This is an optimization exercise on Yosys and OpenROAD, whose aim is small area, a short achievable clock period and few clock cycles, not a production implementation. The RTL was checked by simulation tests, not by an equivalence proof against the original design. No activity file was given, so power comes from the tool's default toggle rates.

==> flow/design.v <==
module ssc_compress #(
    parameter W = 16
) (
    input  wire         clk,
    input  wire         add,
    input  wire         clr,
    input  wire [511:0] mat_col,
    output wire [511:0] result
);
    localparam NC = 64 / W;
    reg [511:0]        acc;
    reg [8*NC-1:0]     cy;      
    integer i, k;
    reg [W:0] s;
    always @(posedge clk) begin
        for (i = 0; i < 8; i = i + 1) begin
            for (k = 0; k < NC; k = k + 1) begin
                s = (clr ? {(W+1){1'b0}} : {1'b0, acc[64*i + W*k +: W]})
                  + (add ? {1'b0, mat_col[64*i + W*k +: W]} : {(W+1){1'b0}})
                  + ((clr || k == 0) ? {(W+1){1'b0}} : {{W{1'b0}}, cy[NC*i + k]});
                acc[64*i + W*k +: W] <= s[W-1:0];
                if (k + 1 < NC)
                    cy[NC*i + k + 1] <= s[W];
            end
            cy[NC*i] <= 1'b0;
        end
    end
    assign result = acc;
endmodule
module sumhash512 (
    input  wire         clk,
    input  wire         rst,
    input  wire         cmd_valid,
    output wire         cmd_ready,
    input  wire [2:0]   cmd_op,
    input  wire         cmd_salted,
    input  wire [3:0]   cmd_cnt,
    input  wire [63:0]  cmd_data,
    output reg  [9:0]   mat_addr,
    input  wire [511:0] mat_col,
    output reg          dig_valid,
    output wire [511:0] dig
);
    localparam OP_SLOAD = 3'd0;
    localparam OP_INIT  = 3'd1;
    localparam OP_RESET = 3'd2;
    localparam OP_WRITE = 3'd3;
    localparam OP_FINAL = 3'd4;
    localparam W  = 16;             
    localparam F  = 64 / W - 1;     
    localparam TD = 3 + F;          
    localparam K_MSG  = 2'd0;       
    localparam K_FOLD = 2'd1;       
    localparam K_FIN1 = 2'd2;       
    localparam K_FIN2 = 2'd3;       
    localparam P_IDLE = 2'd0;
    localparam P_BD   = 2'd1;       
    localparam P_BL   = 2'd2;       
    localparam P_C    = 2'd3;       
    reg         ready_r;
    reg         pv;
    reg [2:0]   pop;
    reg         psal;
    reg [3:0]   pcnt;
    reg [63:0]  pdat;
    reg [2:0]   rotc;               
    reg         wb;                 
    reg [511:0] chain;
    reg         czero;              
    reg [511:0] blk;                
    reg [5:0]   clen;
    reg [57:0]  tot;
    reg         salted;
    reg [511:0] salt;
    reg [511:0] stage;
    reg [6:0]   scnt;
    reg         fin_busy;           
    reg         rq;
    reg [1:0]   rq_kind;
    reg [1:0]   jk;
    reg [6:0]   j_nb;
    reg         j_mk, j_len, j_two, j_skipc;
    reg [9:0]   j_bdend;
    reg [1:0]   ph;
    reg [9:0]   jn;
    reg         jfirst;
    reg [57:0]  tsh;                
    reg [511:0] tmp;                
    reg         v1, f1;
    reg [7:0]   b8, s8, c8;
    reg         tb1, fin2_1, isc1, dv1, mk1, lb1;
    reg         xr, v2, f2;
    reg [TD:1]  tk;
    reg [1:0]   tkind [1:TD];
    reg [TD:1]  ttwo;
    wire [511:0] accv;
    assign dig = accv;
    assign cmd_ready = ready_r;
    wire [2:0] off      = (pop == OP_SLOAD) ? scnt[2:0] : clen[2:0];
    wire       aligned  = wb || (pcnt == 4'd0) || (rotc == off);
    wire       busy     = rq || (ph != P_IDLE) || (|tk) || fin_busy;
    wire       lock     = rq || ((ph == P_BD) && (jk == K_MSG || jk == K_FIN1));
    reg        can_ex;
    always @* begin
        case (pop)
        OP_SLOAD: can_ex = aligned;
        OP_WRITE: can_ex = aligned && !lock && !fin_busy;
        OP_INIT, OP_RESET, OP_FINAL: can_ex = !busy;
        default:  can_ex = 1'b1;
        endcase
    end
    wire ex = pv && can_ex;
    wire [6:0] nl = {1'b0, clen} + {3'd0, pcnt};
    wire [6:0] sl = scnt + {3'd0, pcnt};
    wire [6:0] lo = (pop == OP_SLOAD) ? scnt : (wb ? 7'd0 : {1'b0, clen});
    wire [6:0] hi = (pop == OP_SLOAD) ? sl   : (wb ? {1'b0, clen} : nl);
    reg  [63:0] ben;
    integer p;
    always @* for (p = 0; p < 64; p = p + 1) ben[p] = (p >= lo) && (p < hi);
    wire tail_ok = ~|tk[F+1:1];
    wire start   = rq && (ph == P_IDLE) && tail_ok;
    wire [6:0] s_nb   = (rq_kind == K_MSG) ? 7'd64 : (rq_kind == K_FIN1) ? {1'b0, clen} : 7'd0;
    wire       s_mk   = (rq_kind == K_FIN1);
    wire       s_len  = (rq_kind == K_FIN2) || ((rq_kind == K_FIN1) && clen < 6'd48);
    wire       s_two  = (rq_kind == K_FIN1) && clen >= 6'd48;
    wire       s_skipc= (rq_kind != K_FIN2) && czero;
    wire [9:0] s_bdn  = {s_nb, 3'd0} + {9'd0, s_mk};      
    wire [9:0] s_bdend= salted ? 10'd1023 : 10'd511 + s_bdn;
    wire       s_hasbd= salted || (s_bdn != 10'd0);
    wire       s_hasbl= !salted && s_len && (tot != 58'd0);
    wire bl_more = |tsh[57:1];
    wire inlen   = (jn >= 10'd899) && (jn < 10'd957);
    wire ph_end  = (ph == P_BD) ? (jn == j_bdend)
                 : (ph == P_BL) ? !bl_more
                 : (ph == P_C)  ? (jn == 10'd511) : 1'b0;
    reg  [1:0] ph_nx_end;
    always @* begin
        if (ph == P_BD && !salted && j_len && (|tsh))
            ph_nx_end = P_BL;
        else if ((ph == P_BD || ph == P_BL) && !j_skipc)
            ph_nx_end = P_C;
        else
            ph_nx_end = P_IDLE;
    end
    wire last_issue = (ph != P_IDLE) && ph_end && (ph_nx_end == P_IDLE);
    wire [8:0] jp = jn[8:0];
    reg  [7:0] b8_n, s8_n, c8_n;
    integer g;
    always @* begin
        for (g = 0; g < 8; g = g + 1) begin
            b8_n[g] = blk[64*g + jp[5:0]];
            s8_n[g] = salt[64*g + jp[5:0]];
            c8_n[g] = chain[64*g + jp[5:0]];
        end
    end
    wire isc0 = (ph == P_C);
    wire dv0  = ({1'b0, jp[8:3]} < j_nb);
    wire mk0  = j_mk && (jp == {clen, 3'd0});
    wire lb0  = j_len && inlen && tsh[0];
    wire xc = fin2_1 ? tb1 : c8[mat_addr[8:6]];
    wire xb = ((dv1 && b8[mat_addr[8:6]]) || mk1 || lb1) ^ (salted && s8[mat_addr[8:6]]);
    wire x1 = isc1 ? xc : xb;
    ssc_compress #(.W(W)) u_comp (
        .clk     (clk),
        .add     (v2 && xr),
        .clr     (v2 && f2),
        .mat_col (mat_col),
        .result  (accv)
    );
    wire        dn      = tk[TD];
    wire [1:0]  dn_kind = tkind[TD];
    wire        dn_two  = ttwo[TD];
    reg        pv_nx;
    reg [2:0]  pop_nx;
    reg [2:0]  rotc_nx;
    reg        wb_nx;
    reg [5:0]  clen_nx;
    reg [6:0]  scnt_nx;
    reg        rq_nx;
    reg        fin_busy_nx;
    reg [1:0]  ph_nx;
    reg        tk_any_nx;
    wire       accept = cmd_valid && ready_r;
    always @* begin
        pv_nx       = pv;
        pop_nx      = pop;
        rotc_nx     = rotc;
        wb_nx       = wb;
        clen_nx     = clen;
        scnt_nx     = scnt;
        rq_nx       = rq;
        fin_busy_nx = fin_busy;
        if (pv && !aligned && (pop == OP_SLOAD || pop == OP_WRITE))
            rotc_nx = rotc + 3'd1;
        if (start)
            rq_nx = 1'b0;
        if (dn && dn_kind == K_FIN2)
            fin_busy_nx = 1'b0;
        if (dn && dn_kind == K_FIN1) begin
            if (dn_two) rq_nx = 1'b1;
            else        fin_busy_nx = 1'b0;
        end
        if (ex) begin
            pv_nx = 1'b0;
            case (pop)
            OP_SLOAD: scnt_nx = sl;
            OP_INIT, OP_RESET: begin
                clen_nx = 6'd0;
                if (pop == OP_INIT) scnt_nx = 7'd0;
                if ((pop == OP_INIT) ? psal : salted) rq_nx = 1'b1;
            end
            OP_WRITE: begin
                if (wb) begin
                    wb_nx = 1'b0;
                end else begin
                    clen_nx = nl[5:0];
                    if (nl[6]) begin
                        rq_nx = 1'b1;
                        if (nl != 7'd64) begin
                            wb_nx = 1'b1;
                            pv_nx = 1'b1;
                        end
                    end
                end
            end
            OP_FINAL: begin
                rq_nx = 1'b1;
                fin_busy_nx = 1'b1;
            end
            default: ;
            endcase
        end
        if (accept) begin
            pv_nx   = 1'b1;
            pop_nx  = cmd_op;
            rotc_nx = 3'd0;
            wb_nx   = 1'b0;
        end
        if (start)
            ph_nx = s_hasbd ? P_BD : s_hasbl ? P_BL : P_C;
        else if (ph != P_IDLE && ph_end)
            ph_nx = ph_nx_end;
        else
            ph_nx = ph;
        tk_any_nx = last_issue || (|tk[TD-1:1]);
    end
    wire [2:0] off_nx     = (pop_nx == OP_SLOAD) ? scnt_nx[2:0] : clen_nx[2:0];
    wire       pcnt_nx0   = accept ? (cmd_cnt == 4'd0) : (pcnt == 4'd0);
    wire       aligned_nx = wb_nx || pcnt_nx0 || (rotc_nx == off_nx);
    wire       busy_nx    = rq_nx || (ph_nx != P_IDLE) || tk_any_nx || fin_busy_nx;
    wire [1:0] jk_nx      = start ? rq_kind : jk;
    wire       lock_nx    = rq_nx || ((ph_nx == P_BD) && (jk_nx == K_MSG || jk_nx == K_FIN1));
    reg        can_ex_nx;
    always @* begin
        case (pop_nx)
        OP_SLOAD: can_ex_nx = aligned_nx;
        OP_WRITE: can_ex_nx = aligned_nx && !lock_nx && !fin_busy_nx;
        OP_INIT, OP_RESET, OP_FINAL: can_ex_nx = !busy_nx;
        default:  can_ex_nx = 1'b1;
        endcase
    end
    wire       free_nx    = can_ex_nx && !(pop_nx == OP_WRITE && !wb_nx && clen_nx > 6'd56);
    integer q;
    always @(posedge clk) begin
        if (ready_r) begin
            pop  <= cmd_op;
            psal <= cmd_salted;
            pcnt <= cmd_cnt;
            pdat <= cmd_data;
        end else if (pv && !aligned && (pop == OP_SLOAD || pop == OP_WRITE)) begin
            pdat <= {pdat[55:0], pdat[63:56]};
        end
        if (ex && pop == OP_WRITE)
            for (q = 0; q < 64; q = q + 1)
                if (ben[q]) blk[8*q +: 8] <= pdat[8*(q%8) +: 8];
        if (ex && pop == OP_SLOAD)
            for (q = 0; q < 64; q = q + 1)
                if (ben[q]) stage[8*q +: 8] <= pdat[8*(q%8) +: 8];
        if (ex && pop == OP_INIT && psal)
            salt <= stage;
        if (start) begin
            jk      <= rq_kind;
            j_nb    <= s_nb;
            j_mk    <= s_mk;
            j_len   <= s_len;
            j_two   <= s_two;
            j_skipc <= s_skipc;
            j_bdend <= s_bdend;
            tsh     <= tot;
            jn      <= s_hasbd ? 10'd512 : s_hasbl ? 10'd899 : 10'd0;
            jfirst  <= 1'b1;
        end else if (ph != P_IDLE) begin
            jfirst <= 1'b0;
            if (inlen) tsh <= {1'b0, tsh[57:1]};
            if (ph_end)
                jn <= (ph_nx_end == P_BL) ? 10'd899 : 10'd0;
            else
                jn <= jn + 10'd1;
        end
        if (dn && (dn_kind == K_MSG || dn_kind == K_FOLD))
            chain <= accv;
        if (dn && dn_kind == K_FIN1)
            tmp <= accv;
        else if (ph == P_C && jk == K_FIN2)
            tmp <= {1'b0, tmp[511:1]};
        mat_addr <= jn;
        b8 <= b8_n; s8 <= s8_n; c8 <= c8_n;
        tb1    <= tmp[0];
        fin2_1 <= (jk == K_FIN2);
        isc1   <= isc0;
        dv1    <= dv0;
        mk1    <= mk0;
        lb1    <= lb0;
        f1     <= jfirst;
        xr     <= x1;
        f2     <= f1;
        for (q = 2; q <= TD; q = q + 1) begin
            tkind[q] <= tkind[q-1];
            ttwo[q]  <= ttwo[q-1];
        end
        tkind[1] <= jk;
        ttwo[1]  <= j_two;
        if (rst) begin
            ready_r   <= 1'b1;
            pv        <= 1'b0;
            wb        <= 1'b0;
            rotc      <= 3'd0;
            clen      <= 6'd0;
            scnt      <= 7'd0;
            tot       <= 58'd0;
            salted    <= 1'b0;
            czero     <= 1'b1;
            fin_busy  <= 1'b0;
            rq        <= 1'b0;
            rq_kind   <= K_MSG;
            ph        <= P_IDLE;
            v1        <= 1'b0;
            v2        <= 1'b0;
            tk        <= {TD{1'b0}};
            dig_valid <= 1'b0;
        end else begin
            ready_r   <= !pv_nx || free_nx;
            pv        <= pv_nx;
            wb        <= wb_nx;
            rotc      <= rotc_nx;
            clen      <= clen_nx;
            scnt      <= scnt_nx;
            rq        <= rq_nx;
            fin_busy  <= fin_busy_nx;
            ph        <= ph_nx;
            v1        <= (ph != P_IDLE);
            v2        <= v1;
            tk        <= {tk[TD-1:1], last_issue};
            dig_valid <= dn && (dn_kind == K_FIN2 || (dn_kind == K_FIN1 && !dn_two));
            if (start && (rq_kind == K_MSG || rq_kind == K_FOLD))
                czero <= 1'b0;
            if (ex) begin
                case (pop)
                OP_INIT, OP_RESET: begin
                    czero <= 1'b1;
                    if (pop == OP_INIT) salted <= psal;
                    if ((pop == OP_INIT) ? psal : salted) begin
                        tot     <= 58'd64;
                        rq_kind <= K_FOLD;
                    end else
                        tot <= 58'd0;
                end
                OP_WRITE: begin
                    if (!wb) begin
                        tot     <= tot + {54'd0, pcnt};
                        rq_kind <= K_MSG;
                    end
                end
                OP_FINAL: rq_kind <= K_FIN1;
                default: ;
                endcase
            end
            if (dn && dn_kind == K_FIN1 && dn_two)
                rq_kind <= K_FIN2;
        end
    end
endmodule
==> flow/run.sh <==
#!/bin/bash
# synth_recipe.tcl (not shown) runs the flow's synth.tcl, then flattens the netlist and writes it again
# the make line also repeats each setting of config.mk as NAME=value (left out here)
make -C /OpenROAD-flow-scripts/flow DESIGN_CONFIG=/design/flow/config.mk WORK_HOME=/design/flow/orfs CLKGATE_MAP_FILE= SYNTH_SCRIPT=/design/flow/synth_recipe.tcl finish
==> flow/config.mk <==
export PLATFORM = sky130hd
export DESIGN_NAME = sumhash512
export DESIGN_NICKNAME = sumhash512
export VERILOG_FILES = /design/flow/design.v
export SDC_FILE = /design/flow/constraint.sdc
export NUM_CORES = 4
export LEC_CHECK = 0
export CAP_MARGIN = 20
export CELL_PAD_IN_SITES_DETAIL_PLACEMENT = 2
export CELL_PAD_IN_SITES_GLOBAL_PLACEMENT = 3
export CORE_MARGIN = 2
export CORE_UTILIZATION = 25
export PLACE_DENSITY = 0.4
export SLEW_MARGIN = 20
==> flow/constraint.sdc <==
create_clock -name core_clock -period 7.0 [get_ports {clk}]
set_input_delay 1.4000 -clock core_clock [delete_from_list [all_inputs] [get_ports {clk}]]
set_output_delay 1.4000 -clock core_clock [all_outputs]
set_load 0.01 [all_outputs]
==> flow_metrics.tcl <==
set metrics [dict create \
    status "finished clean" \
    ys_seq_area_share_pct 63.87 \
    critPathRequiredTime_ns 7.65 \
    clkSinkCount 3413 \
    cts_setup_buffers 0 \
    wire_per_inst_um 29.65 \
    synth.ff_latch_count 3413 \
    vias 97635 \
    fin_nets 13722 \
    clk-insertion-delay-late_ns 1.06 \
    synthAdderAreaFrac_pct 5.030 \
    fmax_mhz 171.8 \
    fin_skew_ns 0.1247 \
    fillers 62127 \
    dr.pass1.iters 7 \
    grt_pass1_vias 107706 \
    muxShareOfSynthArea_pct 8.223 \
    synth_xor_area_share_pct 2.207 \
    area_growth_pct 23.90 \
    ir_worst_vdd_uv 210.6 \
    mappedNetlistNets 12439 \
    cts_resized 0 \
    grt_overflow_total 0 \
    worst_pin_slew_ns 1.091 \
    io_buffers 1110 \
    path_max_fanout 24 \
    die_area_um2 604600 \
    multi_input_area_um2 51300 \
    root_buffer "clkbuf_16" \
    antenna_found_initial 182 \
    drc_errors 0 \
    initial_core_util_pct 25.05 \
    power_leakage_nw 67.11 \
    drt_iter0_drc 5207 \
    max_slew_margin_pct 27.28 \
    hold_path_class "reg -> reg" \
    cp-startpoint "pop[2]" \
    wirelength_um 622500 \
    tns_ns 0 \
    power_density_nw_per_um2 272.3 \
    finalCritPeriodShare_pct 83.15 \
    synth_area_um2 149600 \
    synth_flop_cell "edfxtp_1" \
    regArea_um2 95560 \
    h-tree-depth 5 \
    routabilityCongestion 0.8053 \
    syn_inst 11286 \
    die_y_um 777.6 \
    drive_above_1_share_pct 11.50 \
    synth_compound_area_share_pct 4.963 \
    final-setup-viol-count 0 \
    end_kind "register" \
    crit_arrival_ns 6.47 \
    num_rows 284 \
    rsz0062_at_grt "no" \
    r2r_start "pop[2]" \
    track_usage_pct 20.20 \
    hold_violations 0 \
    drv_slew 0 \
    yosysWarnings 3 \
    stdcell_count 20994 \
    min-delay-start "ttwo[3]" \
    io_pins 1111 \
    cts_tree "built" \
    synth_top_family_by_area "simple AND/OR/NAND/NOR gates" \
    die_w_um 777.6 \
    min_period_ns 5.820 \
    grt_max_degree 136 \
    vias_per_cell 4.651 \
    cts_buffers 421 \
    core_area_um2 597300 \
    start_kind "register" \
    whs_ns 0.3251 \
    clk_path_buf_depth 4 \
    synthSimpleGateAreaFrac_pct 13.69 \
    synth_cell_types 79 \
    dp_cells 20149 \
    maxCapViolations 0 \
    synth.avg_cell_area_um2 13.26 \
    cts_hold_buf 0 \
    path_clk_slew_ns 0.06 \
    grt_pass1_wl_um 869400 \
    dp_hpwl_um 452300 \
    critPathKind "reg -> reg" \
    final_core_util_pct 31.03 \
    final_antenna_net_count 0 \
    synth_edf_count 2720 \
    async_reset_ff_share_pct 0 \
]
-- sequential cells by signal, indices dropped and copies added, names as in the netlist, 6 cells and up, named ones only --
signal / count
tk: 6
pdat: 64
j_nb: 7
tot: 58
tsh: 58
stage: 512
b8: 8
tkind: 12
blk: 512
c8: 8
u_comp.cy: 24
ttwo: 6
jn: 10
clen: 6
scnt: 7
mat_addr: 10
chain: 512
salt: 512
tmp: 512
u_comp.acc: 512
j_bdend: 8
s8: 8
-- synth_stat cells, types with 12 or more instances --
library cell	number	area (um^2)
a221oi_1	15	131.4
xnor2_1	276	2417
a211oi_1	40	300.3
nor3b_1	12	90.09
nor2_1	593	2226
o211ai_1	31	232.7
a31oi_1	13	81.33
nand4_1	39	244.0
a21oi_1	311	1556
a21boi_0	73	548.0
or2_2	12	75.07
a211o_1	26	227.7
a2111oi_0	27	236.5
and3_1	544	3403
dfxtp_1	693	13870
o31a_1	12	105.1
nor2b_1	112	700.7
o31ai_1	28	210.2
nand2b_1	54	337.8
mux2_2	68	765.7
o21bai_1	38	285.3
and2_1	511	3197
or3_1	52	325.3
o221ai_1	17	148.9
o41ai_1	23	201.4
inv_1	324	1216
mux4_2	510	11490
nor3_1	140	700.7
nand2_1	2107	7909
clkbuf_1	427	1603
a21o_1	63	473.0
o211a_1	16	160.2
nand3b_1	21	157.7
fa_1	59	1181
buf_1	50	187.7
a311oi_1	12	105.1
xor2_1	101	884.6
ha_1	507	6344
nor4_1	67	419.2
o21ai_0	344	1722
nand3_1	76	380.4
o21a_1	31	232.7
edfxtp_1	2720	81680
-- critical path, cell delays in order (launching register included) --
cell,delay (ns)
edfxtp_1,0.77
nor4b_1,0.75
o21ai_0,0.25
a22o_4,0.34
o31a_1,0.29
nor3_1,0.81
nand2_1,0.41
nor2_1,0.34
nand3_1,0.41
a211oi_1,0.83
buf_4,0.30
-- stage by stage --
stage / area (um^2) / total power [mW] / setup slack, ns
floorplan: 149700 / 25.45 / -3.085
global placement: 171200 / 28.99 / 1.220
detailed placement: 171300 / 29.03 / 1.210
CTS: 185100 / 51.52 / 1.172
global route: 185300 / 52.52 / 0.6032
finish: 185400 / 50.47 / 1.180
-- area by class of cell --
| type | count | share of cell area [%] |
|---|---|---|
| Antenna cell | 51 | 0.06885 |
| Tap cell | 8008 | 5.405 |
| Timing Repair Buffer | 1341 | 7.197 |
| Inverter | 325 | 0.6581 |
| Sequential cell | 3413 | 51.55 |
| Clock inverter | 226 | 1.272 |
| Multi-Input combinational cell | 7067 | 27.68 |
| Clock buffer | 563 | 6.169 |
-- placed cells by master (no fill, tap or decap), types with 28 or more instances in the layout --
cell             instances
nand3_1                 73
bufinv_16               33
clkbuf_16              426
nor3_1                 137
mux2_2                  68
diode_2                 51
o21ai_0                338
nand2_1               2105
a21boi_0                73
nor2_1                 589
xnor2_1                276
clkdlybuf4s50_1       1109
nand2b_1                52
buf_12                  34
ha_1                   507
xor2_1                 101
and2_1                 510
nor4_1                  64
clkbuf_1               111
mux4_2                 510
o31ai_1                 28
or3_1                   52
clkinv_1                70
and3_1                 544
nand4_1                 39
o21bai_1                38
o211ai_1                31
a21o_1                  62
fa_1                    59
o21a_1                  31
dfxtp_1                689
a211oi_1                38
edfxtp_1              2720
clkinv_2                75
nor2b_1                111
inv_1                  324
a21oi_1                311
buf_4                  192
-- cell families after synthesis --
family / Yosys count
AND/OR/NAND/NOR: 4371
flip-flops: 3413
AO/OA/AOI/OAI: 1170
buffers and inverters: 806
multiplexers: 583
adder cells (fa/ha/maj): 566
XOR/XNOR: 377
-- path summary, 6_finish.rpt --
| kind | cells after the start | slack [ns] | to |
|---|---|---|---|
| max | 10 | 1.18 | stage[28] |
| min | 0 | 0.33 | ttwo[4] |
| max reg2reg | 10 | 1.18 | stage[28] |
| min reg2reg | 0 | 0.33 | ttwo[4] |
-- report_power, final --
group	internal (mW)	total (mW)	leakage (nW)	switching (mW)
Combinational	2.04	4.83	31.7	2.79
Clock	12.7	22.0	6.67	9.32
Sequential	22.6	23.6	28.7	1.01
-- layer usage --
metal	vias to the layer above	share of wire, %	track usage (%)
li1	43969	-	-
met4	80	2.4	4.313
met2	1782	49	35.14
met1	50985	43	25.63
met3	819	5.2	4.512
met5	-	0.082	0
Testbench counts, summed over its fixed seeds: cycles 787,414.

## static timing again, ports no longer ideal
The flow's constraints put no driver on any port. The routed layout listed below was extracted and timed again, unchanged, in two steps. Step 1: set_driving_cell puts a clkbuf_16 on clk and a buf_2 on each other input, an assumption about the parent block. Step 2 also shifts input and output timing later by t, the mid clock arrival at the registers, as if the neighbouring blocks saw the same clock. Slacks: ideal ports / drivers / drivers and shift; pairs: ideal ports / drivers.
t (ns): 1.124
slack for setup (ns): 1.180 / 1.180 / 1.180
worst setup path after step 2: register to register
worst slew at a driven data input, ns: 0.44
pins driven straight from the clock port: 1
After both steps this run still meets setup and hold. The setup slack of this run moves by 0.000 ns with the drivers and by 0.000 ns with both steps.
